Background: an optimization exercise with open tools, aiming at small area, a short achievable clock period and few clock cycles. Do not read the settings as production practice. RTL that was checked went through simulation tests only; none was proved equivalent to the original. No activity file was given, so power comes from the tool's default toggle rates.

==> flow/design.v (excerpt) <==
module spse_enc4 (
    input  wire         clk,
    input  wire         rst_n,
    input  wire [3:0]   mv_valid,
    output wire [3:0]   mv_ready,
    input  wire [127:0] mv_steps,
    input  wire [3:0]   smp_valid,
    output wire [3:0]   smp_ready,
    input  wire [127:0] smp_ticks,
    output wire [3:0]   desc_valid,
    input  wire [3:0]   desc_ready,
    output wire [127:0] desc_data
);
Settings: LEC_CHECK=0, CAP_MARGIN=20, CORE_MARGIN=2, CORE_UTILIZATION=60, CTS_BUF_LIST=sky130_fd_sc_hd__clkbuf_16, CTS_CLUSTER_DIAMETER=100, CTS_CLUSTER_SIZE=30, SLEW_MARGIN=20, SYNTH_HIERARCHICAL=1; clock period 11.0 ns.
standard.sh (not shown) runs the stock make flow with config.mk's settings and CLKGATE_MAP_FILE= SYNTH_SCRIPT=/design/flow/synth_recipe.tcl, a recipe that flattens the netlist after the stock synthesis.
==> flow/flow/run.sh <==
#!/bin/bash
# The standard layout, with two changes to how it is made:
#  - ports are buffered with buf_1 instead of the flow's default pick
#  - timing repair aims at a setup slack margin (ns) so that the layout is
#    optimised for a shorter period than the 11 ns constraint; the margin
#    for the repair right after synthesis and the one for the later
#    repairs (after CTS and global routing) are read from flow/margins.txt
#    (the constraints themselves are unchanged)
set -euo pipefail
read -r FP_MARGIN LATE_MARGIN < flow/margins.txt
BUF="BUFFER_PORTS_ARGS=-buffer_cell sky130_fd_sc_hd__buf_1"
bash standard.sh floorplan "SETUP_SLACK_MARGIN=${FP_MARGIN}" "$BUF" > standard_make_1.log 2>&1
bash standard.sh finish "SETUP_SLACK_MARGIN=${LATE_MARGIN}" "$BUF" > standard_make_2.log 2>&1
==> flow/flow/margins.txt <==
0 7.5
The starting point finished clean.
Testbench counts at the start, summed over its fixed seeds: cycles 2,549.
Rerun with:
==> flow/flow/margins.txt (replaced) <==
0 8.0
- CTS_BUF_LIST: sky130_fd_sc_hd__clkbuf_16 -> sky130_fd_sc_hd__clkbuf_4 sky130_fd_sc_hd__clkbuf_8
- CTS_CLUSTER_DIAMETER: 100 -> default
Outcome: The new run finished with timing, DRC and antenna clean. Global-route usage goes up by 3.0 points. Critical path depth went down by 7. Utilization rose by 9.7 points. Worst setup slack got worse by 8.4 ps. Count of clock-buffer cells in the layout came out higher by 78. Design area rose by about a fifth. Wire length rises by about a fifth. Sequential power barely changes. Power came out higher by a quarter to a third. Final cell count goes up by a few percent.
Rerun with:
--- a/flow/flow/run.sh
+++ b/flow/flow/run.sh
@@ -1,3 +1,8 @@
 #!/bin/bash
-# The standard layout, with two changes to how it is made:
+# The standard layout, with these changes to how it is made:
+#  - synthesis leaves out the flow's Kogge-Stone carry map for adders
+#    (SYNTH_OPERATIONS_ARGS replaces the default "-extra-map
+#    lcu_kogge_stone.v"; -booth only affects multipliers, of which the
+#    design has none), so adders keep Yosys's own smaller carry logic;
+#    registers and their names are unchanged
 #  - ports are buffered with buf_1 instead of the flow's default pick
@@ -11,3 +16,4 @@
 BUF="BUFFER_PORTS_ARGS=-buffer_cell sky130_fd_sc_hd__buf_1"
-bash standard.sh floorplan "SETUP_SLACK_MARGIN=${FP_MARGIN}" "$BUF" > standard_make_1.log 2>&1
-bash standard.sh finish "SETUP_SLACK_MARGIN=${LATE_MARGIN}" "$BUF" > standard_make_2.log 2>&1
+OPS="SYNTH_OPERATIONS_ARGS=-booth"
+bash standard.sh floorplan "$OPS" "SETUP_SLACK_MARGIN=${FP_MARGIN}" "$BUF" > standard_make_1.log 2>&1
+bash standard.sh finish "$OPS" "SETUP_SLACK_MARGIN=${LATE_MARGIN}" "$BUF" > standard_make_2.log 2>&1
==> flow/flow/margins.txt (replaced) <==
0 7.5
- CTS_BUF_LIST: sky130_fd_sc_hd__clkbuf_4 sky130_fd_sc_hd__clkbuf_8 -> sky130_fd_sc_hd__clkbuf_16
- CTS_CLUSTER_DIAMETER: default -> 80
- CTS_CLUSTER_SIZE: 30 -> 24
Effect:
- global-route usage is lower by 4.3 points
- count of clock-buffer cells in the layout is lower by 67
- power decreases by roughly a tenth
- worst setup slack is worse by 93 ps
- synthesized cell count shrinks by a little under a tenth
- area after synthesis shrinks by a few percent
- core utilization shrinks by 6.8 points
- via count came out lower by about a fifth
- final area goes down by roughly a tenth
- die area went down by a few percent
Rerun with:
==> flow/flow/run.sh (replaced) <==
#!/bin/bash
# The standard layout, with two changes to how it is made:
#  - ports are buffered with buf_1 instead of the flow's default pick
#  - timing repair aims at a setup slack margin (ns) so that the layout is
#    optimised for a shorter period than the 11 ns constraint; the margin
#    for the repair right after synthesis and the one for the later
#    repairs (after CTS and global routing) are read from flow/margins.txt
#    (the constraints themselves are unchanged)
set -euo pipefail
read -r FP_MARGIN LATE_MARGIN < flow/margins.txt
BUF="BUFFER_PORTS_ARGS=-buffer_cell sky130_fd_sc_hd__buf_1"
bash standard.sh floorplan "SETUP_SLACK_MARGIN=${FP_MARGIN}" "$BUF" > standard_make_1.log 2>&1
bash standard.sh finish "SETUP_SLACK_MARGIN=${LATE_MARGIN}" "$BUF" > standard_make_2.log 2>&1
- CTS_CLUSTER_DIAMETER: 80 -> 60
- CTS_CLUSTER_SIZE: 24 -> 20
Area after synthesis is higher by about 4%.
Register-to-register slack is worse by 140 ps.
Routed wire length is higher by about 11%.
Rerun with:
==> flow/flow/margins.txt (replaced) <==
0 7.8
- CTS_BUF_LIST: sky130_fd_sc_hd__clkbuf_16 -> sky130_fd_sc_hd__clkbuf_4 sky130_fd_sc_hd__clkbuf_8
- CTS_CLUSTER_DIAMETER: 60 -> default
- CTS_CLUSTER_SIZE: 20 -> 30
Result: The changed run ran to the end with no violations. Combinational power increases by 14%. Sequential share of layout area decreases by 2.3 points. Total power increases by 7.2%. Register-to-register slack degrades by 80 ps.

Setup of v20:
spse_enc4, a different RTL version from the one above (not shown whole).
Size: roughly 2900 cells after synthesis, roughly 410 I/O pins.
clock: 11.0 ns
lec_check: 0
cap_margin: 20
core_margin: 2
core_utilization: 40
slew_margin: 20
==> flow/flow/run.sh <==
#!/bin/bash
# The standard layout, with two changes to how it is made:
#  - ports are buffered with buf_1 instead of the flow's default pick
#  - timing repair aims at a setup slack margin of SETUP_MARGIN ns, so the
#    layout is optimised for a shorter period than the 11 ns constraint
#    (the constraints themselves are unchanged)
set -euo pipefail
SETUP_MARGIN=$(cat flow/setup_margin.txt)
bash standard.sh finish \
  "SETUP_SLACK_MARGIN=${SETUP_MARGIN}" \
  "BUFFER_PORTS_ARGS=-buffer_cell sky130_fd_sc_hd__buf_1" \
  > standard_make.log 2>&1
==> flow/flow/setup_margin.txt <==
8.0
diff inputs: v20 => v3
Settings: setting CTS_CLUSTER_SIZE to 40 for the first time; setting PLACE_DENSITY to 0.8 for the first time; setting CTS_BUF_LIST to sky130_fd_sc_hd__clkbuf_2 sky130_fd_sc_hd__clkbuf_4 sky130_fd_sc_hd__clkbuf_8 for the first time; changing CORE_UTILIZATION from 40 to 75.
==> flow/flow/setup_margin.txt <==
7.5
Results
- Total power draw (v20 / v3): 1.12
- Relative to v20, detailed-routing wirelength on met1 decreased by about 24% in v3.
- Looking at count of filler cells inserted in the layout, v3 sits 72% lower than v20 does.
- When v3 is measured against v20, its number of levels in the clock H-tree turns out 1 higher.
Function was not checked in any run of this note: the RTL went through the layout flow alone.

## cedar
The RTL this note starts from:
==> flow/design.v <==
module spse_enc4 (
    input  wire         clk,
    input  wire         rst_n,
    input  wire [3:0]   mv_valid,
    output wire [3:0]   mv_ready,
    input  wire [127:0] mv_steps,
    input  wire [3:0]   smp_valid,
    output wire [3:0]   smp_ready,
    input  wire [127:0] smp_ticks,
    output wire [3:0]   desc_valid,
    input  wire [3:0]   desc_ready,
    output wire [127:0] desc_data
);
    genvar g;
    generate
        for (g = 0; g < 4; g = g + 1) begin : g_unit
            spse_unit u (
                .clk(clk), .rst_n(rst_n),
                .mv_valid(mv_valid[g]), .mv_ready(mv_ready[g]),
                .mv_steps(mv_steps[g*32 +: 32]),
                .smp_valid(smp_valid[g]), .smp_ready(smp_ready[g]),
                .smp_ticks(smp_ticks[g*32 +: 32]),
                .desc_valid(desc_valid[g]), .desc_ready(desc_ready[g]),
                .desc_data(desc_data[g*32 +: 32])
            );
        end
    endgenerate
endmodule
module spse_unit (
    input  wire        clk,
    input  wire        rst_n,
    input  wire        mv_valid,
    output wire        mv_ready,
    input  wire [31:0] mv_steps,
    input  wire        smp_valid,
    output wire        smp_ready,
    input  wire [31:0] smp_ticks,
    output wire        desc_valid,
    input  wire        desc_ready,
    output wire [31:0] desc_data
);
    reg  [30:0] out;
    reg         ov;
    reg  [31:0] W;
    reg         wb, wf;
    reg  [31:0] s;
    reg         snz;           
    reg         tr, mk;
    reg         sr, mr;        
    reg         wlast;         
    assign desc_valid = ov;
    assign desc_data  = {1'b0, out};
    assign smp_ready  = sr;
    assign mv_ready   = mr;
    wire load = !ov || desc_ready;
    wire        t_big, t_sat;
    wire [14:0] t_L;
    spse_first u_first (.t(smp_ticks), .big(t_big), .sat(t_sat), .L(t_L));
    wire [30:0] t_first = {t_L, 1'b1, 15'd10};
    wire        wsat    = W > 32'd32776;
    wire        wbig    = W > 32'd32777;
    wire [14:0] w_L     = wsat ? 15'h7fff : W[14:0] - 15'd10;
    wire [30:0] w_first = {w_L, 1'b1, 15'd10};
    wire        last  = wlast;
    wire [14:0] hw    = W[15:1];
    wire [14:0] d0    = hw - 15'd16388;                      
    wire [14:0] d1    = hw - (W[0] ? 15'd16388 : 15'd16389); 
    wire [30:0] cont  = last ? {d1, 1'b0, d0} : {15'h7fff, 1'b0, 15'h7fff};
    wire take  = smp_valid && sr;
    wire mv_go = mv_valid && mr;
    reg  [31:0] s_dec;
    wire        ef = load && wb && !wf && !wlast;
    wire        ec = ef && &W[15:1];             
    wire        ed = ef && !(&W[15:1]);          
    reg  [31:0] W_sub;
    integer     k;
    always @(*) begin
        for (k = 0; k < 32; k = k + 1)
            s_dec[k] = s[k] ^ (take && !(|(s & ((32'd1 << k) - 32'd1))));
        W_sub[0] = W[0];
        for (k = 1; k < 16; k = k + 1)
            W_sub[k] = W[k] ^ (ef && &(W[15:0] | ~((32'd1 << k) - 32'd2)));
        for (k = 16; k < 32; k = k + 1)
            W_sub[k] = W[k] ^ (ed && !(|(W & ((32'd1 << k) - 32'd65536))));
    end
    wire e_w     = load && wb;
    wire e_mk    = load && !wb && mk;
    wire e_first = load && take;
    wire e_tr    = load && !wb && !mk && tr && !snz;
    reg        wb_n, wf_n, snz_n, tr_n, mk_n;
    always @(*) begin
        wb_n = wb;
        wf_n = wf;
        if (take) begin
            wb_n = load ? t_big : 1'b1;
            wf_n = !load;
        end else if (e_w) begin
            if (wf) begin
                wf_n = 1'b0;
                wb_n = wbig;
            end else if (last) begin
                wb_n = 1'b0;
            end else begin
                wb_n = W != 32'd98311;                    
            end
        end
        snz_n = snz;
        tr_n  = tr;
        mk_n  = mk;
        if (mv_go) begin
            snz_n = mv_steps != 32'd0;
            tr_n  = 1'b1;
            mk_n  = tr && !e_tr;
        end else begin
            if (take)
                snz_n = s != 32'd1;
            if (e_mk)
                mk_n = 1'b0;
            if (e_tr)
                tr_n = 1'b0;
        end
    end
    always @(posedge clk) begin
        if (!rst_n) begin
            ov <= 1'b0;
            wb <= 1'b0;
            wf <= 1'b0;
            tr <= 1'b0;
            mk <= 1'b0;
            sr <= 1'b0;
            mr <= 1'b1;
        end else begin
            if (e_w)
                out <= wf ? w_first : cont;
            else if (e_first)
                out <= t_first;
            else if (e_mk || e_tr)
                out <= 31'd0;
            if (load)
                ov <= e_w || e_mk || e_first || e_tr;
            if (take) begin
                wlast <= smp_ticks < 32'd98311;
            end else if (ef) begin
                wlast <= W < 32'd163845;                 
            end
            wb  <= wb_n;
            wf  <= wf_n;
            snz <= snz_n;
            tr  <= tr_n;
            mk  <= mk_n;
            sr  <= !wb_n && !mk_n && tr_n && snz_n;
            mr  <= !tr_n || (!snz_n && !mk_n);
        end
    end
    always @(posedge clk) begin
        W <= take ? smp_ticks : W_sub;
        s <= mv_go ? mv_steps : s_dec;
    end
endmodule
module spse_first (
    input  wire [31:0] t,
    output wire        big,       
    output wire        sat,       
    output wire [14:0] L
);
    assign big = t > 32'd32777;
    assign sat = t > 32'd32776;
    assign L   = sat ? 15'h7fff : t[14:0] - 15'd10;
endmodule
Settings: LEC_CHECK=0, CAP_MARGIN=20, CORE_MARGIN=2, CORE_UTILIZATION=60, CTS_BUF_LIST=sky130_fd_sc_hd__clkbuf_16, CTS_CLUSTER_DIAMETER=80, CTS_CLUSTER_SIZE=24, SLEW_MARGIN=20, SYNTH_HIERARCHICAL=1, TNS_END_PERCENT=30; clock period 11.0 ns.
==> flow/flow/run.sh <==
#!/bin/bash
# The standard layout, with these changes to how it is made:
#  - synthesis leaves out the flow's Kogge-Stone carry map for adders
#    (SYNTH_OPERATIONS_ARGS replaces the default "-extra-map
#    lcu_kogge_stone.v"; -booth only affects multipliers, of which the
#    design has none), so adders keep Yosys's own smaller carry logic;
#    registers and their names are unchanged; nor does it map adders to
#    the library's half/full adder cells (ADDER_MAP_FILE empty), leaving
#    them to ABC with the rest of the logic
#  - ports are buffered with buf_1 instead of the flow's default pick
#  - timing repair aims at a setup slack margin (ns) so that the layout is
#    optimised for a shorter period than the 11 ns constraint; the margin
#    for the repair right after synthesis and the one for the later
#    repairs (after CTS and global routing) are read from flow/margins.txt
#    (the constraints themselves are unchanged)
set -euo pipefail
read -r FP_MARGIN LATE_MARGIN < flow/margins.txt
BUF="BUFFER_PORTS_ARGS=-buffer_cell sky130_fd_sc_hd__buf_1"
OPS="SYNTH_OPERATIONS_ARGS=-booth"
ADD="ADDER_MAP_FILE="
bash standard.sh floorplan "$OPS" "$ADD" "SETUP_SLACK_MARGIN=${FP_MARGIN}" "$BUF" > standard_make_1.log 2>&1
bash standard.sh finish "$OPS" "$ADD" "SETUP_SLACK_MARGIN=${LATE_MARGIN}" "$BUF" > standard_make_2.log 2>&1
==> flow/flow/margins.txt <==
0 7.5
cedar went all the way through the flow, and no timing, DRC or antenna check failed.
Testbench counts of cedar, summed over its fixed seeds: cycles 2,549.
Here is what was changed in the inputs of zinc compared with cedar.
Settings: swapping 80 for 70 in CTS_CLUSTER_DIAMETER; clearing TNS_END_PERCENT, which used to be 30; swapping sky130_fd_sc_hd__clkbuf_16 for sky130_fd_sc_hd__clkbuf_8 sky130_fd_sc_hd__clkbuf_16 in CTS_BUF_LIST; putting PLACE_DENSITY at 0.7 where nothing was set; swapping 24 for 16 in CTS_CLUSTER_SIZE.
## What came out
zinc has number of fill cells in the layout below what cedar had.
cedar and zinc ended up with roughly the same final cell area excluding filler cells.
zinc does worse than cedar on power.
Of the two values seen for capturing element of the worst setup path, g_unit[2].u.out[17]$_DFFE_PP_ was produced by cedar and g_unit[2].u.out[24]$_DFFE_PP_ by zinc.
Clock latency of the later-clocked register in the worst-skew pair: lower on cedar
zinc completed end to end with timing, DRC and antenna clean.
Total power density per cell area (zinc over cedar): increase, 1.2 mW/mm²
Highest net fanout along the worst path: zinc vs cedar down 41
#### Input delta (lagoon over zinc)
Settings: CTS_CLUSTER_SIZE now 24, was 16; PLACE_DENSITY no longer set, was 0.7; CTS_BUF_LIST now sky130_fd_sc_hd__clkbuf_16, was sky130_fd_sc_hd__clkbuf_8 sky130_fd_sc_hd__clkbuf_16; CTS_CLUSTER_DIAMETER now 80, was 70.
==> flow/flow/margins.txt <==
0 7.65
Results
- lagoon ran to completion and came out clean on the timing, design-rule and antenna checks.
- Against zinc, lagoon comes in about 0.8% higher on number of cells in the finished layout apart from fillers.
- Looking at areal power density over the cells, lagoon sits 7.6 mW/mm² below zinc.
- Looking at startpoint of the most critical setup path, the smp_ticks[76] result is from zinc; the smp_ticks[21] one comes from lagoon.
- lagoon ends up with a clock latency of the later-clocked register in the worst-skew pair that is 20 ps lower than in zinc.
- lagoon vs zinc: count of clock-net buffers in the final layout down by more than 10%
- Routed wire length on met3: lagoon higher than zinc
Modified inputs, onyx compared to lagoon
==> flow/flow/margins.txt <==
0 7.5
==> summary.txt <==
onyx: flow completed, timing, DRC and antenna clean. onyx vs lagoon: power density normalized to cell area up. onyx and lagoon ended up with roughly the same clock skew. onyx vs. lagoon: first-pass GRT wire length has decreased; relative area change from synthesis to final layout has decreased; design area has decreased; total negative slack has remained practically unchanged. Critical path depth: onyx vs lagoon down 2. Diff lagoon -> onyx: number of pins exceeding their max-slew limit in the final report flat, register-to-register setup slack has remained practically unchanged.
#### Input delta (harbor over onyx)
Settings: a change of CORE_UTILIZATION from 60 to 55; a change of CTS_CLUSTER_SIZE from 24 to 16; a change of CTS_BUF_LIST from sky130_fd_sc_hd__clkbuf_16 to sky130_fd_sc_hd__clkbuf_8 sky130_fd_sc_hd__clkbuf_16; a change of CTS_CLUSTER_DIAMETER from 80 to 70.
In the reports for onyx and harbor, the larger met2 wire length belongs to harbor.
Between onyx and harbor, the vias after detailed routing figures differ only marginally.
Looking only at total detailed-routing wirelength, and setting everything else aside, the higher value of onyx and harbor goes to harbor.
For onyx, the origin of the worst setup path was smp_ticks[21], unlike harbor, where it was smp_ticks[99].

-- afterwards: timing with drivers on the ports --
How much do the figures lean on ideal ports? The routed layouts below were timed once more, with nothing changed but the port constraints.
Step 1 (the two cells are an assumption about what drives the block):
set clk [get_ports {clk}]
set_driving_cell -lib_cell sky130_fd_sc_hd__clkbuf_16 $clk
set_driving_cell -lib_cell sky130_fd_sc_hd__buf_2 [delete_from_list [all_inputs] $clk]
Step 2 times the ports against the registers' clock, not the clock port: input delays grow and output delays shrink by t, the midpoint of the rising clock arrivals with the driver on.
a / b / c = ideal ports / drivers / drivers and shift; a / b = the first two.
run | t (ns) | setup WS [ns] | hold WS [ns] | worst slew at a driven data input, ns
the first run of note 1 | 0.611 | 7.509 / 7.512 / 6.929 | 0.606 / 0.606 / 0.606 | 0.11
the second run of note 1 | 0.720 | 7.501 / 7.445 / 6.965 | 0.630 / 0.630 / 0.630 | 0.12
the third run of note 1 | 0.668 | 7.408 / 7.413 / 6.745 | 0.584 / 0.584 / 0.584 | 0.11
the fourth run of note 1 | 0.639 | 7.494 / 7.431 / 6.904 | 0.600 / 0.600 / 0.600 | 0.11
the fifth run of note 1 | 0.714 | 7.507 / 7.454 / 6.951 | 0.616 / 0.616 / 0.616 | 0.12
v20 | 0.647 | 7.152 / 7.175 / 6.529 | 0.530 / 0.530 / 0.530 | 0.14
v3 | 0.675 | 7.100 / 7.119 / 6.444 | 0.572 / 0.572 / 0.572 | 0.11
cedar | 0.635 | 7.399 / 7.437 / 6.803 | 0.499 / 0.499 / 0.499 | 0.10
zinc | 0.656 | 7.502 / 7.519 / 6.867 | 0.496 / 0.496 / 0.496 | 0.10
lagoon | 0.637 | 7.529 / 7.511 / 6.874 | 0.500 / 0.500 / 0.500 | 0.11
onyx | 0.635 | 7.496 / 7.487 / 6.853 | 0.499 / 0.499 / 0.499 | 0.10
harbor | 0.613 | 7.477 / 7.509 / 6.897 | 0.490 / 0.490 / 0.490 | 0.11
After both steps every run listed still meets setup and hold. The setup slack of the third run of note 1, which loses most, moves by +0.005 ns with the drivers and by -0.663 ns with both steps.
